Background: an optimization exercise with open tools, aiming at small area. Do not read the settings as production practice.
Only simulation tests tie the RTL to the original design; equivalence was not proved.
The clock port is modelled as an ideal driver, which makes a skipped or thinned clock tree look cheaper than it is; a real chip needs a root buffer or a tree.
Power is estimated from default activity; no workload was simulated.

==> module ir_capture, before the edit <==
module ir_capture (
    input  wire          clk,
    input  wire          rst,         
    input  wire          tick,        
    input  wire [15:0]   pin,         
    input  wire          bus_valid,
    input  wire          bus_we,
    input  wire [2:0]    bus_idx,
    input  wire [31:0]   bus_wdata,
    output wire [31:0]   bus_rdata,
    output wire          evt_valid,
    output wire          evt_kind,
    output wire          evt_level,
    output wire [3:0]    evt_sink,
    output wire [15:0]   evt_dur
);
    localparam [8:0] ICNT = 9'h1ff;
    localparam [8:0] ICAP = 9'h1bf;
    localparam [9:0] ISET = 10'h3c9;
    localparam [3:0] ICTL = 4'h7;
    reg [8:0] cnt_r;
    reg [8:0] cap_r;
    reg [9:0] set_r;      
    reg [3:0] ctl_r;      
    wire [8:0] cnt     = cnt_r ^ ICNT;
    wire [8:0] capture = cap_r ^ ICAP;
    wire [9:0] setup_v = set_r ^ ISET;
    wire [3:0] ctl_v   = ctl_r ^ ICTL;
    wire [1:0] pol     = setup_v[1:0];
    wire [3:0] pin_sel = setup_v[5:2];
    wire [3:0] dec_id  = setup_v[9:6];
    wire       ecie     = ctl_v[0];
    wire       toie     = ctl_v[1];
    wire       edge_sel = ctl_v[2];
    wire       pin_q    = ctl_v[3];
    wire [31:0] wd = bus_wdata;
    wire wr = bus_valid & bus_we;
    wire rd = bus_valid & ~bus_we & ~rst;
    wire ws = wr & (bus_idx == 3'd0) & ~(wd[1] & wd[0]);
    wire w_set = wr & bus_idx[0] & ~bus_idx[1];
    wire w_ctl = wr & (bus_idx == 3'd1);
    wire w_clr = wr & (bus_idx == 3'd6);
    wire [2:0] c_q   = {edge_sel, toie, ecie};
    wire [2:0] c_set = {3{w_set}} & wd[2:0];
    wire [2:0] c_clr = ({3{w_ctl}} & ~wd[2:0]) | ({3{w_clr}} & wd[2:0]);
    wire [2:0] c_w   = c_set | (c_q & ~c_clr);    
    wire [3:0] sel = ws ? wd[7:4] : pin_sel;
    wire       p   = ~sel[3] & pin[sel[2:0]];
    wire hit  = ~ws & c_w[0] & (p ^ pin_q) & ~(p ^ c_w[2]);
    wire wrap = cnt[8] & cnt[5] & cnt[3] & cnt[1] & cnt[0];
    wire tw   = tick & wrap;
    wire timeout = ~hit & tw & c_w[1] & ~ws;
    wire has_sink = |dec_id;    
    wire ev_edge  = ~rst & has_sink & hit;
    wire ev_eof   = ~rst & has_sink & timeout;
    assign evt_valid = ev_edge | ev_eof;
    assign evt_kind  = ev_eof;
    assign evt_level = ev_edge & p;
    assign evt_sink  = {4{evt_valid}} & dec_id;
    assign evt_dur   = {7'd0, {9{ev_edge}} & cnt};
    wire r0 = rd & (bus_idx == 3'd0);
    wire r1 = rd & (bus_idx == 3'd1);
    wire r2 = rd & (bus_idx == 3'd2);
    wire r3 = rd & (bus_idx == 3'd3);
    wire r4 = rd & (bus_idx == 3'd4);
    wire [11:0] rv = ({12{r0}} & {dec_id, pin_sel, 2'b00, pol})
                   | ({12{r1}} & {9'd0, c_q})
                   | ({12{r2}} & {11'd0, p})
                   | ({12{r3}} & {3'd0, capture})
                   | ({12{r4}} & {3'd0, cnt});
    assign bus_rdata = {20'd0, rv};
    wire auto_es = wd[1] ? ~p : wd[0];    
    wire cap_ld = ~rst & hit;
    wire cap_hd = ~rst & ~hit;
    wire set_ld = ~rst & ws;
    wire set_hd = ~rst & ~ws;
    wire cnt_run = ~rst & ~hit & ~tw;
    wire [8:0] cnt_inc = cnt + {8'd0, tick};
    wire [8:0] n_cnt = {9{cnt_run}} & cnt_inc;
    wire [8:0] n_cap = ({9{cap_ld}} & cnt) | ({9{cap_hd}} & capture);
    wire [9:0] n_set = ({10{set_ld}} & {wd[11:8], wd[7:4], wd[1:0]}) | ({10{set_hd}} & setup_v);
    wire [3:0] n_ctl;
    assign n_ctl[0] = ~rst & (ws | c_w[0]);
    assign n_ctl[1] = ~rst & (hit | (~ws & c_w[1] & ~tw));
    assign n_ctl[2] = ~rst & (ws ? auto_es : (c_w[2] ^ hit));
    assign n_ctl[3] = ~rst & p;
    always @(posedge clk) begin
        cnt_r <= n_cnt ^ ICNT;
        cap_r <= n_cap ^ ICAP;
        set_r <= n_set ^ ISET;
        ctl_r <= n_ctl ^ ICTL;
    end
endmodule
Settings: LEC_CHECK=0, ABC_AREA=1, CAP_MARGIN=20, CORE_MARGIN=2, CORE_UTILIZATION=40, GPL_TIMING_DRIVEN=0, SLEW_MARGIN=20; clock period 10.0 ns.
standard.sh (not shown) runs the stock make flow with config.mk's settings and CLKGATE_MAP_FILE= SYNTH_SCRIPT=/design/flow/synth_recipe.tcl, a recipe that flattens the netlist after the stock synthesis.
==> flow/flow/run.sh <==
#!/bin/bash
# Standard ORFS layout (the standard.sh) with:
#  - the standard synthesis with its final ABC mapping run on an area-oriented
#    script (flow/synth.tcl, flow/area.abc) and without the separate adder
#    mapping step (ADDER_MAP_FILE empty); registers are unchanged;
#  - buf_1 port buffers and one shared tie-low cell for the constant outputs;
#  - a clock tree of one clkbuf_16 (flow/one_clkbuf.tcl collapses the tree
#    CTS builds), with no non-default routing rule on the clock net.
# make's full output goes to flow_make.log; each tool's own log is under
# orfs/logs/.
set -euo pipefail
here=$(pwd)
export MY_ABC=$here/flow/area.abc
export CLKBUF_CELL=sky130_fd_sc_hd__clkbuf_16
bash standard.sh \
  SYNTH_SCRIPT=$here/flow/synth.tcl ADDER_MAP_FILE= \
  "BUFFER_PORTS_ARGS=-buffer_cell sky130_fd_sc_hd__buf_1" \
  SKIP_REPAIR_TIE_FANOUT=1 SYNTH_INSBUF=0 \
  "CTS_ARGS=-sink_clustering_enable -sink_clustering_size 32 -sink_clustering_max_diameter 200 -buf_list sky130_fd_sc_hd__clkbuf_4 -root_buf sky130_fd_sc_hd__clkbuf_4 -dont_use_dummy_load -apply_ndr none -repair_clock_nets" \
  POST_CTS_TCL=$here/flow/one_clkbuf.tcl \
  finish > flow_make.log 2>&1
Other scripts of this flow, unchanged in this note and not shown: flow/flow/area.abc, flow/flow/one_clkbuf.tcl, flow/flow/synth.tcl
The baseline completed with no timing, DRC or antenna violations.
Rerun with:
--- a/flow/design.v
+++ b/flow/design.v
@@ -11,15 +11,15 @@
     output wire          evt_valid,
     output wire          evt_kind,
     output wire          evt_level,
     output wire [3:0]    evt_sink,
     output wire [15:0]   evt_dur
 );
-    localparam [8:0] ICNT = 9'h1ff;
+    localparam [8:0] ICNT = 9'h1f7;
     localparam [8:0] ICAP = 9'h1bf;
-    localparam [9:0] ISET = 10'h3c9;
+    localparam [9:0] ISET = 10'h3c8;
     localparam [3:0] ICTL = 4'h7;
     reg [8:0] cnt_r;
     reg [8:0] cap_r;
     reg [9:0] set_r;      
     reg [3:0] ctl_r;      
     wire [8:0] cnt     = cnt_r ^ ICNT;
@@ -32,13 +32,13 @@
     wire       ecie     = ctl_v[0];
     wire       toie     = ctl_v[1];
     wire       edge_sel = ctl_v[2];
     wire       pin_q    = ctl_v[3];
     wire [31:0] wd = bus_wdata;
     wire wr = bus_valid & bus_we;
-    wire rd = bus_valid & ~bus_we & ~rst;
+    wire rd = bus_valid & ~(bus_we | rst);
     wire ws = wr & (bus_idx == 3'd0) & ~(wd[1] & wd[0]);
     wire w_set = wr & bus_idx[0] & ~bus_idx[1];
     wire w_ctl = wr & (bus_idx == 3'd1);
     wire w_clr = wr & (bus_idx == 3'd6);
     wire [2:0] c_q   = {edge_sel, toie, ecie};
     wire [2:0] c_set = {3{w_set}} & wd[2:0];
Result: Power fell by 1.7%; via count drops by 1.9%; hold slack gains 0.0046 ns; die area came out lower by about 0.56%; fmax is lower by 7.3%; utilization shrinks by 0.24 points; final area came out lower by 0.50%; synthesized area goes down by 0.59%; non-clock buffer count is unchanged; register-to-register slack stays flat; combinational power fell by about 2%.

## what the ideal ports hide
Ports are ideal in the flow. The routed layouts listed here were re-timed in OpenROAD. Step 1 sets driving cells, clkbuf_16 on the clock port and buf_2 on the other inputs (assumed; they add their load-dependent delay and slew). Step 2 times the ports against the registers' clock, not the clock port: input delays grow and output delays shrink by t, the midpoint of the rising clock arrivals with the driver on. Three values: ideal ports, drivers, drivers and shift; two values: the first two.
run | t (ns) | setup WS [ns] | worst data-port slew with drivers (ns)
the first run | 0.206 | 1.634 / 1.612 / 1.612 | 0.03
the second run | 0.200 | 0.971 / 0.949 / 0.949 | 0.03
After both steps every run listed still meets setup and hold.
